Background: an optimization exercise with open tools, aiming at small area, a short achievable clock period and few clock cycles per item. Do not read the settings as production practice. At most, simulation tests tie the RTL to the original design; equivalence was not proved. Power is estimated from default activity; no workload was simulated.

## run A
Design pce_codec, start of the top module:
module pce_codec (
    input  wire        clk,
    input  wire        rst,         
    input  wire        start,       
    input  wire        mode,        
    input  wire [5:0]  n_in,
    input  wire [5:0]  p_in,
    input  wire [5:0]  l_in,
    input  wire [32:0] data_in,
    output wire        done,        
    output wire [2:0]  err,         
    output wire [5:0]  res,         
    output wire [32:0] data_out
);
Size in the first run: roughly 5200 cells after synthesis, roughly 110 flip-flops, ~0.029 sq mm of cells after synthesis.
==> flow/config.mk <==
export PLATFORM = sky130hd
export DESIGN_NAME = pce_codec
export DESIGN_NICKNAME = pce_codec
export VERILOG_FILES = /design/flow/design.v
export SDC_FILE = /design/flow/constraint.sdc
export NUM_CORES = 4
export LEC_CHECK = 0
export ABC_AREA = 1
export CAP_MARGIN = 20
export CORE_MARGIN = 2
export CORE_UTILIZATION = 25
export PLACE_DENSITY = 0.5
export SLEW_MARGIN = 20
==> flow/constraint.sdc <==
create_clock -name core_clock -period 13.0 [get_ports {clk}]
set_input_delay 2.6000 -clock core_clock [delete_from_list [all_inputs] [get_ports {clk}]]
set_output_delay 2.6000 -clock core_clock [all_outputs]
set_load 0.01 [all_outputs]
standard.sh (not shown) runs the stock make flow with config.mk's settings and CLKGATE_MAP_FILE= SYNTH_SCRIPT=/design/flow/synth_recipe.tcl, a recipe that flattens the netlist after the stock synthesis.
==> flow/flow/run.sh <==
#!/bin/bash
# Layout flow: the standard flow (standard.sh), with ORFS's timing repair
# asked to leave a setup margin of 7.5 ns instead of the default, so that the
# repair sizes and buffers the critical paths. The clock and the constraints
# are the standard flow's own.
set -euo pipefail
bash standard.sh SETUP_SLACK_MARGIN=7.5 finish > standard.log 2>&1
The flow did not stop early for run A: all stages ran, and the layout cleared the timing, design-rule and antenna checks.
Testbench counts of run A, summed over its fixed seeds: cycles 6,638, items 1,920.
The following lists how run E was set up differently from run A:
- changing CORE_UTILIZATION from 25 to 40
- changing PLACE_DENSITY from 0.5 to 0.6
--- a/flow/flow/run.sh
+++ b/flow/flow/run.sh
@@ -3 +3 @@
-# asked to leave a setup margin of 7.5 ns instead of the default, so that the
+# asked to leave a setup margin of 7 ns instead of the default, so that the
@@ -7 +7 @@
-bash standard.sh SETUP_SLACK_MARGIN=7.5 finish > standard.log 2>&1
+bash standard.sh SETUP_SLACK_MARGIN=7 finish > standard.log 2>&1
### Flow results
- Power density normalized to cell area came out higher on run E than on run A.
- Compared with run A, count of cell instances traversed by the critical path in run E decreased by a few percent.
- Count of clock buffers in the final design (lower): run A
- | worst hold margin | run E vs run A | worse |
- Summary of run E over run A: peak fanout along the critical path rose by 11, arrival time reported for the critical path endpoint rose by 0.60 ns.
- Looking only at sequential share of layout area, and setting everything else aside, the higher value of run E and run A goes to run E.
- Run E: fraction of power consumed by combinational cells 3.3 points below run A
- Diff run A -> run E: cell count down 11%, met3 routing resource usage after global routing up 7.1 points, setup slack down 0.44 ns.


## run 3
pce_codec again, from the RTL that the note above started with.
## pce_codec
module pce_codec (
    input  wire        clk,
    input  wire        rst,         
    input  wire        start,       
    input  wire        mode,        
    input  wire [5:0]  n_in,
    input  wire [5:0]  p_in,
    input  wire [5:0]  l_in,
    input  wire [32:0] data_in,
    output wire        done,        
    output wire [2:0]  err,         
    output wire [5:0]  res,         
    output wire [32:0] data_out
);
clock: 13.0 ns
lec_check: 0
abc_area: 1
cap_margin: 20
core_margin: 2
core_utilization: 25
place_density: 0.5
slew_margin: 20
==> flow/flow/run.sh <==
#!/bin/bash
# Layout flow: the standard flow (standard.sh), with ORFS's timing repair
# asked to leave a setup margin of 6.8 ns instead of the default, so that the
# repair sizes and buffers the critical paths. The clock and the constraints
# are the standard flow's own.
set -euo pipefail
bash standard.sh SETUP_SLACK_MARGIN=6.8 finish > standard.log 2>&1
Testbench counts of run 3, summed over its fixed seeds: cycles 6,638, items 1,920.
Setup changes, run 3 to run 5
==> flow/flow/run.sh <==
#!/bin/bash
# Layout flow: the standard flow (standard.sh), with ORFS's timing repair
# asked to leave a setup margin of 7 ns instead of the default (without gate
# cloning), so that the
# repair sizes and buffers the critical paths. The clock and the constraints
# are the standard flow's own.
set -euo pipefail
bash standard.sh SETUP_SLACK_MARGIN=7 SKIP_GATE_CLONING=1 finish > standard.log 2>&1
Summary of run 5 over run 3: number of ports placed on the die boundary level; overall routing resource usage moved up; power share of the sequential group moved down; total number of vias moved up; fmax moved up. In run 5 the fraction of power consumed by the clock network turned out 0.3 points lower than in run 3.


run a:
Another version of the RTL of pce_codec (not shown whole).
Size in the first run: roughly 4,100 cells after synthesis, roughly 110 flip-flops, ~0.030 mm2 of cells after synthesis.
## pce_codec
module pce_codec (
    input  wire        clk,
    input  wire        rst,         
    input  wire        start,       
    input  wire        mode,        
    input  wire [5:0]  n_in,
    input  wire [5:0]  p_in,
    input  wire [5:0]  l_in,
    input  wire [32:0] data_in,
    output wire        done,        
    output wire [2:0]  err,         
    output wire [5:0]  res,         
    output wire [32:0] data_out
);
clock: 13.0 ns
lec_check: 0
abc_area: 0
abc_clock_period_in_ps: 5000
cap_margin: 20
core_margin: 2
core_utilization: 25
place_density: 0.5
slew_margin: 20
run.sh (not shown) runs the stock make flow with config.mk's settings and CLKGATE_MAP_FILE= SYNTH_SCRIPT=/design/flow/synth_recipe.tcl, a recipe that flattens the netlist after the stock synthesis.
Stock flow here: none of the scripts above is used.
Per the final summary, run a finished and its layout is clean on timing, DRC and antenna.
Edits applied to the flow inputs when going from run a to run b:
- ABC_AREA changed from 0 to 1
- ABC_CLOCK_PERIOD_IN_PS removed (was 5000)
[summary]
- Diff run a -> run b: synthesized cell count increased about 17%, routed length on met1 decreased about 13%, critical path depth increased 33.
- Compared run b vs run a, and number of non-clock buffers is down in run b.
- Delta (run b minus run a): peak ir drop on the vdd network shrank by 19%; sequential share of layout area grew by 1.2 points; power spent charging and discharging nets shrank by about 14%.
No functional check of the RTL was part of any run of this note.


Another version of the RTL of pce_codec (not shown whole).
Size: roughly 4900 cells after synthesis, about 110 flip-flops, ~98 I/O pins, about 27000 um^2 of cells after synthesis.
clock: 13.0 ns
lec_check: 0
abc_area: 1
cap_margin: 20
core_margin: 2
core_utilization: 25
place_density: 0.5
slew_margin: 20
standard.sh (not shown) runs the stock make flow with config.mk's settings and CLKGATE_MAP_FILE= SYNTH_SCRIPT=/design/flow/synth_recipe.tcl, a recipe that flattens the netlist after the stock synthesis.
==> flow/flow/run.sh <==
#!/bin/bash
# Layout flow: the standard flow (standard.sh), with ORFS's timing repair
# asked to leave a setup margin of 8 ns instead of the default, so that the
# repair sizes and buffers the critical paths. The clock and the constraints
# are the standard flow's own.
set -euo pipefail
bash standard.sh SETUP_SLACK_MARGIN=8 finish > standard.log 2>&1
Rerun with:
==> flow/flow/run.sh (replaced) <==
#!/bin/bash
# Layout flow: the standard flow (standard.sh), with ORFS's timing repair
# asked to leave a setup margin of 7 ns instead of the default, so that the
# repair sizes and buffers the critical paths. The clock and the constraints
# are the standard flow's own.
set -euo pipefail
bash standard.sh SETUP_SLACK_MARGIN=7 finish > standard.log 2>&1
The changed run finished clean.
Register-to-register slack got worse by 0.86 ns.
Die area stays the same.
Cell count decreases by a few percent.
Area after synthesis does not change.
Clock power increases by a little under a tenth.
Count of clock-buffer cells in the layout stays the same.
Worst setup slack got worse by 0.74 ns.
Sequential share of layout area increases by 1.7 points.
Critical path depth increases by 9.
Function was not checked in any run of this note: the RTL went through the layout flow alone.


pce_codec with an RTL version that a note above also has.
For scale: roughly 110 flip-flops, ~98 I/O pins.
clock: 13.0 ns
lec_check: 0
abc_area: 1
cap_margin: 20
core_margin: 2
core_utilization: 25
gpl_timing_driven: 1
place_density: 0.5
slew_margin: 20
==> flow/flow/run.sh <==
#!/bin/bash
# Layout flow: the standard flow (standard.sh), with ORFS's timing repair
# asked to leave a setup margin of 7 ns instead of the default, so that the
# repair sizes and buffers the critical paths. The clock and the constraints
# are the standard flow's own.
set -euo pipefail
bash standard.sh SETUP_SLACK_MARGIN=7 finish > standard.log 2>&1
The first run completed without violations.
Testbench counts at the start, summed over its fixed seeds: cycles 6,638, items 1,920.
Then changed:
ABC_AREA = 0   (was 1)
GPL_TIMING_DRIVEN = default   (was 1)
Outcome: The new run finished with timing, DRC and antenna clean. Wire length went up by 6.7%. Worst setup slack is worse by 0.88 ns. Cell count shrinks by 8.0%. Die area rises by 6.8%. First-iteration DRC count increases by 13%. Synthesized cell count is lower by 14%. Worst hold slack is better by 0.022 ns. Total power goes up by 25%.
Then changed:
==> flow/flow/run.sh (replaced) <==
#!/bin/bash
# Layout flow: the standard flow (standard.sh), with ORFS's timing repair
# asked to leave a setup margin of 6.5 ns instead of the default, so that the
# repair sizes and buffers the critical paths. The clock and the constraints
# are the standard flow's own.
set -euo pipefail
bash standard.sh SETUP_SLACK_MARGIN=6.5 finish > standard.log 2>&1
ABC_AREA = 1   (was 0)
=> Worst setup slack improved by 0.44 ns; clock-buffer cell count does not change; die area went down by 6.4%.
Then changed:
==> flow/flow/run.sh (replaced) <==
#!/bin/bash
# Layout flow: the standard flow (standard.sh), with ORFS's timing repair
# asked to leave a setup margin of 7 ns instead of the default, so that the
# repair sizes and buffers the critical paths. The clock and the constraints
# are the standard flow's own.
set -euo pipefail
bash standard.sh SETUP_SLACK_MARGIN=7 finish > standard.log 2>&1
=>
- register-to-register slack gets better by 0.44 ns
- worst hold slack stays flat
- worst setup slack gets better by 0.44 ns
- clock skew fell by 0.0078 ns
- design area rose by a few percent
- critical path depth rose by 2
- routed wire length rose slightly
- count of clock-buffer cells in the layout does not change
- sequential cell count does not change
- sequential power hardly moves
- total power rose by a few percent
Then changed:
==> flow/flow/run.sh (replaced) <==
#!/bin/bash
# Layout flow: the standard flow (standard.sh), with ORFS's timing repair
# asked to leave a setup margin of 6 ns instead of the default, so that the
# repair sizes and buffers the critical paths. The clock and the constraints
# are the standard flow's own.
set -euo pipefail
bash standard.sh SETUP_SLACK_MARGIN=6 finish > standard.log 2>&1
- hold slack is better by 0.023 ns
- global-route usage came out lower by 1.4 points
- area after synthesis stays the same
- cell count came out lower by 2.2%
- power came out lower by 5.3%
- utilization came out lower by 2.8 points
- count of clock-buffer cells in the layout stays the same
- die area stays the same
- maximum frequency came out lower by 12%


## the reference run
Another version of the RTL of pce_codec (not shown whole).
For scale: roughly 5200 cells after synthesis, about 29000 µm² of cells after synthesis.
export LEC_CHECK = 0
export ABC_AREA = 1
export CAP_MARGIN = 20
export CORE_MARGIN = 2
export CORE_UTILIZATION = 25
export PLACE_DENSITY = 0.5
export SLEW_MARGIN = 20
create_clock -name core_clock -period 13.0 [get_ports {clk}]
==> flow/flow/run.sh <==
#!/bin/bash
# Layout flow: the standard flow (standard.sh), with ORFS's timing repair
# asked to leave a setup margin of 6 ns instead of the default, so that the
# repair sizes and buffers the critical paths. The clock and the constraints
# are the standard flow's own.
set -euo pipefail
bash standard.sh SETUP_SLACK_MARGIN=6 finish > standard.log 2>&1
The reference run has completed all stages; timing, DRC and antenna checks passed.
Input changes introduced in the trial run (baseline for comparison: the reference run):
==> flow/flow/run.sh <==
#!/bin/bash
# Layout flow: the standard flow (standard.sh), with ORFS's timing repair
# asked to leave a setup margin of 7 ns instead of the default, so that the
# repair sizes and buffers the critical paths. The clock and the constraints
# are the standard flow's own.
set -euo pipefail
bash standard.sh SETUP_SLACK_MARGIN=7 finish > standard.log 2>&1
[summary]
- Changes observed in the trial run relative to the reference run: critical path required time decreased by 0.12 ns relative to the old numbers; part of the total power dissipated in the clock network shows a reduction of 0.4 points; detailed-router iteration count before antenna repair lost 1.
- Of the two values seen for class of the most critical setup path, primary input to register was produced by the trial run and register to register by the reference run.
No functional check of the RTL was part of any run of this note.


RTL: one of the versions met above, not the one the previous note started from.
For scale: roughly 5200 cells after synthesis, about 98 I/O pins.
==> flow/design.v (excerpt) <==
module pce_codec (
    input  wire        clk,
    input  wire        rst,         
    input  wire        start,       
    input  wire        mode,        
    input  wire [5:0]  n_in,
    input  wire [5:0]  p_in,
    input  wire [5:0]  l_in,
    input  wire [32:0] data_in,
    output wire        done,        
    output wire [2:0]  err,         
    output wire [5:0]  res,         
    output wire [32:0] data_out
);
Settings: LEC_CHECK=0, ABC_AREA=1, CAP_MARGIN=5, CORE_MARGIN=2, CORE_UTILIZATION=25, PLACE_DENSITY=0.5, SLEW_MARGIN=5; clock period 13.0 ns.
==> flow/flow/run.sh <==
#!/bin/bash
# Layout flow: the standard flow (standard.sh), with ORFS's timing repair
# asked to leave a setup margin of 7 ns instead of the default, so that the
# repair sizes and buffers the critical paths. The clock and the constraints
# are the standard flow's own.
set -euo pipefail
bash standard.sh SETUP_SLACK_MARGIN=7 finish > standard.log 2>&1
Testbench counts at the start, summed over its fixed seeds: cycles 6,638, items 1,920.
==> next run, changes <==
==> flow/flow/run.sh (replaced) <==
#!/bin/bash
# Layout flow: the standard flow (standard.sh), with ORFS's timing repair
# asked to leave a setup margin of 7.2 ns instead of the default, so that the
# repair sizes and buffers the critical paths. The clock and the constraints
# are the standard flow's own.
set -euo pipefail
bash standard.sh SETUP_SLACK_MARGIN=7.2 finish > standard.log 2>&1
CAP_MARGIN = 20   (was 5)
SLEW_MARGIN = 20   (was 5)
=>
- The changed run completed with no timing, DRC or antenna violations
- cell count went up by 1.0%
- worst setup slack improves by 0.18 ns
- global-route usage rises by 0.32 points
- via count hardly moves
- clock-buffer cell count falls by 1
- combinational power is higher by about 3%


job 1414:
Another version of the RTL of pce_codec (not shown whole).
Size in the first run: about 110 flip-flops, ~98 I/O pins, roughly 0.028 sq mm of cells after synthesis.
Settings: LEC_CHECK=0, ABC_AREA=1, CAP_MARGIN=20, CORE_MARGIN=2, CORE_UTILIZATION=25, PLACE_DENSITY=0.5, SLEW_MARGIN=20; clock period 13.0 ns.
==> flow/flow/run.sh <==
#!/bin/bash
# Layout flow: the standard flow (standard.sh), with ORFS's timing repair
# asked to leave a setup margin of 9 ns instead of the default, so that the
# repair sizes and buffers the critical paths. The clock and the constraints
# are the standard flow's own.
set -euo pipefail
bash standard.sh SETUP_SLACK_MARGIN=9 finish > standard.log 2>&1
Job 1414 was carried through to the last stage, and its layout satisfied the timing, design-rule and antenna checks.
Testbench counts of job 1414, summed over its fixed seeds: cycles 7,579, items 1,920.
Input-level comparison between job 6701 and job 1414:
==> flow/run.sh (new file) <==
#!/bin/bash
# synth_recipe.tcl (not shown) runs the flow's synth.tcl, then flattens the netlist and writes it again
# the make line also repeats each setting of config.mk as NAME=value (left out here)
make -C /OpenROAD-flow-scripts/flow DESIGN_CONFIG=/design/flow/config.mk WORK_HOME=/design/flow/orfs CLKGATE_MAP_FILE= SYNTH_SCRIPT=/design/flow/synth_recipe.tcl finish
removed: flow/flow/run.sh
removed: flow/standard.sh
==> run notes <==
The final reports for job 6701 and job 1414 show total power lower in the former. Portion of total power attributed to combinational logic: job 6701 vs job 1414 down 12 points. Met2 track demand over resource in global routing: job 6701 < job 1414.
## Diff of input files: job 4577 against job 6701
==> flow/flow/run.sh (new file) <==
#!/bin/bash
# Layout flow: the standard flow (standard.sh), with ORFS's timing repair
# asked to leave a setup margin of 7 ns instead of the default, so that the
# repair sizes and buffers the critical paths. The clock and the constraints
# are the standard flow's own.
set -euo pipefail
bash standard.sh SETUP_SLACK_MARGIN=7 finish > standard.log 2>&1
==> flow/standard.sh (new file) <==
#!/bin/bash
# synth_recipe.tcl (not shown) runs the flow's synth.tcl, then flattens the netlist and writes it again
# the make line also repeats each setting of config.mk as NAME=value (left out here)
make -C /OpenROAD-flow-scripts/flow DESIGN_CONFIG=/design/flow/config.mk WORK_HOME=/design/flow/orfs CLKGATE_MAP_FILE= SYNTH_SCRIPT=/design/flow/synth_recipe.tcl "${@:-finish}"
removed: flow/run.sh
Findings:
Job 4577 | status: complete | timing, DRC, antenna: pass. Global router's overall resource usage, job 4577 and job 6701: larger value in job 4577. Higher logic gate share of total power among job 4577 and job 6701: job 4577. The lower total power came out of job 6701.


oak:
pce_codec, a different RTL version from the one above (not shown whole).
Size in the first run: about 110 flip-flops, roughly 98 I/O pins.
clock: 13.0 ns
lec_check: 0
abc_area: 1
cap_margin: 20
core_margin: 2
core_utilization: 25
place_density: 0.5
setup_slack_margin: 5
slew_margin: 20
run.sh (not shown) runs the stock make flow with config.mk's settings and CLKGATE_MAP_FILE= SYNTH_SCRIPT=/design/flow/synth_recipe.tcl, a recipe that flattens the netlist after the stock synthesis.
Stock flow here: none of the scripts above is used.
Testbench counts of oak, summed over its fixed seeds: cycles 7,579, items 1,920.
Modified inputs, pine compared to oak
Settings: SETUP_SLACK_MARGIN: 5 -> unset.
[summary]
As far as cell area goes, pine and oak are indistinguishable; the numbers are identical.
Final-layout non-clock buffer area share delta (pine -> oak): insignificant
Re part of the cycle the worst path needs: no difference whatsoever between pine and oak.
Comparing oak against pine, there is no change at all in first-pass GRT wire length.

==> port drivers added, routing unchanged <==
In the flow no input, the clock included, has a driving cell. The finished layouts below were timed again as built, in two steps.
Step 1 assumes that a clkbuf_16 drives the clock port and a buf_2 every other input.
Step 2 moves the port delays by t, midway between the first and last clock arrival at a register: inputs arrive t later, outputs are due t later. That takes back most of the time a late clock gives input paths.
Three values: no drivers, after step 1, after step 2; two values: the first two.
run	t (ns)	setup WS [ns]	worst slew at a driven data input, ns
run A of note 1	0.481	7.349 / 7.349 / 7.037	0.05
run E of note 1	0.463	6.908 / 6.908 / 6.842	0.06
run 3	0.473	6.809 / 6.809 / 6.598	0.05
run 5	0.472	7.013 / 7.013 / 6.771	0.05
run a of note 3	0.483	4.209 / 4.209 / 4.209	0.16
run b of note 3	0.491	5.039 / 5.039 / 4.673	0.09
the first run of note 4	0.470	7.731 / 7.756 / 7.286	0.06
the second run of note 4	0.482	6.987 / 6.987 / 6.808	0.07
the first run of note 5	0.476	6.979 / 6.979 / 6.811	0.05
the second run of note 5	0.487	6.098 / 6.098 / 5.785	0.06
the third run of note 5	0.478	6.541 / 6.541 / 6.269	0.05
the fourth run of note 5	0.476	6.979 / 6.979 / 6.811	0.05
the fifth run of note 5	0.472	6.160 / 6.160 / 5.939	0.05
the reference run	0.464	6.114 / 6.114 / 5.962	0.08
the trial run	0.482	6.615 / 6.657 / 6.175	0.07
the first run of note 7	0.473	7.032 / 7.032 / 6.718	0.05
the second run of note 7	0.475	7.215 / 7.215 / 6.876	0.05
job 1414	0.483	7.673 / 7.673 / 7.673	0.08
job 6701	0.474	5.624 / 5.624 / 5.600	0.05
job 4577	0.474	7.021 / 7.021 / 6.965	0.05
oak	0.488	5.726 / 5.726 / 5.726	0.10
pine	0.488	5.726 / 5.726 / 5.726	0.10
After both steps every run listed still meets setup and hold. For the first run of note 4, which loses most, drivers alone change the setup slack by +0.025 ns; drivers and shift together by -0.445 ns.
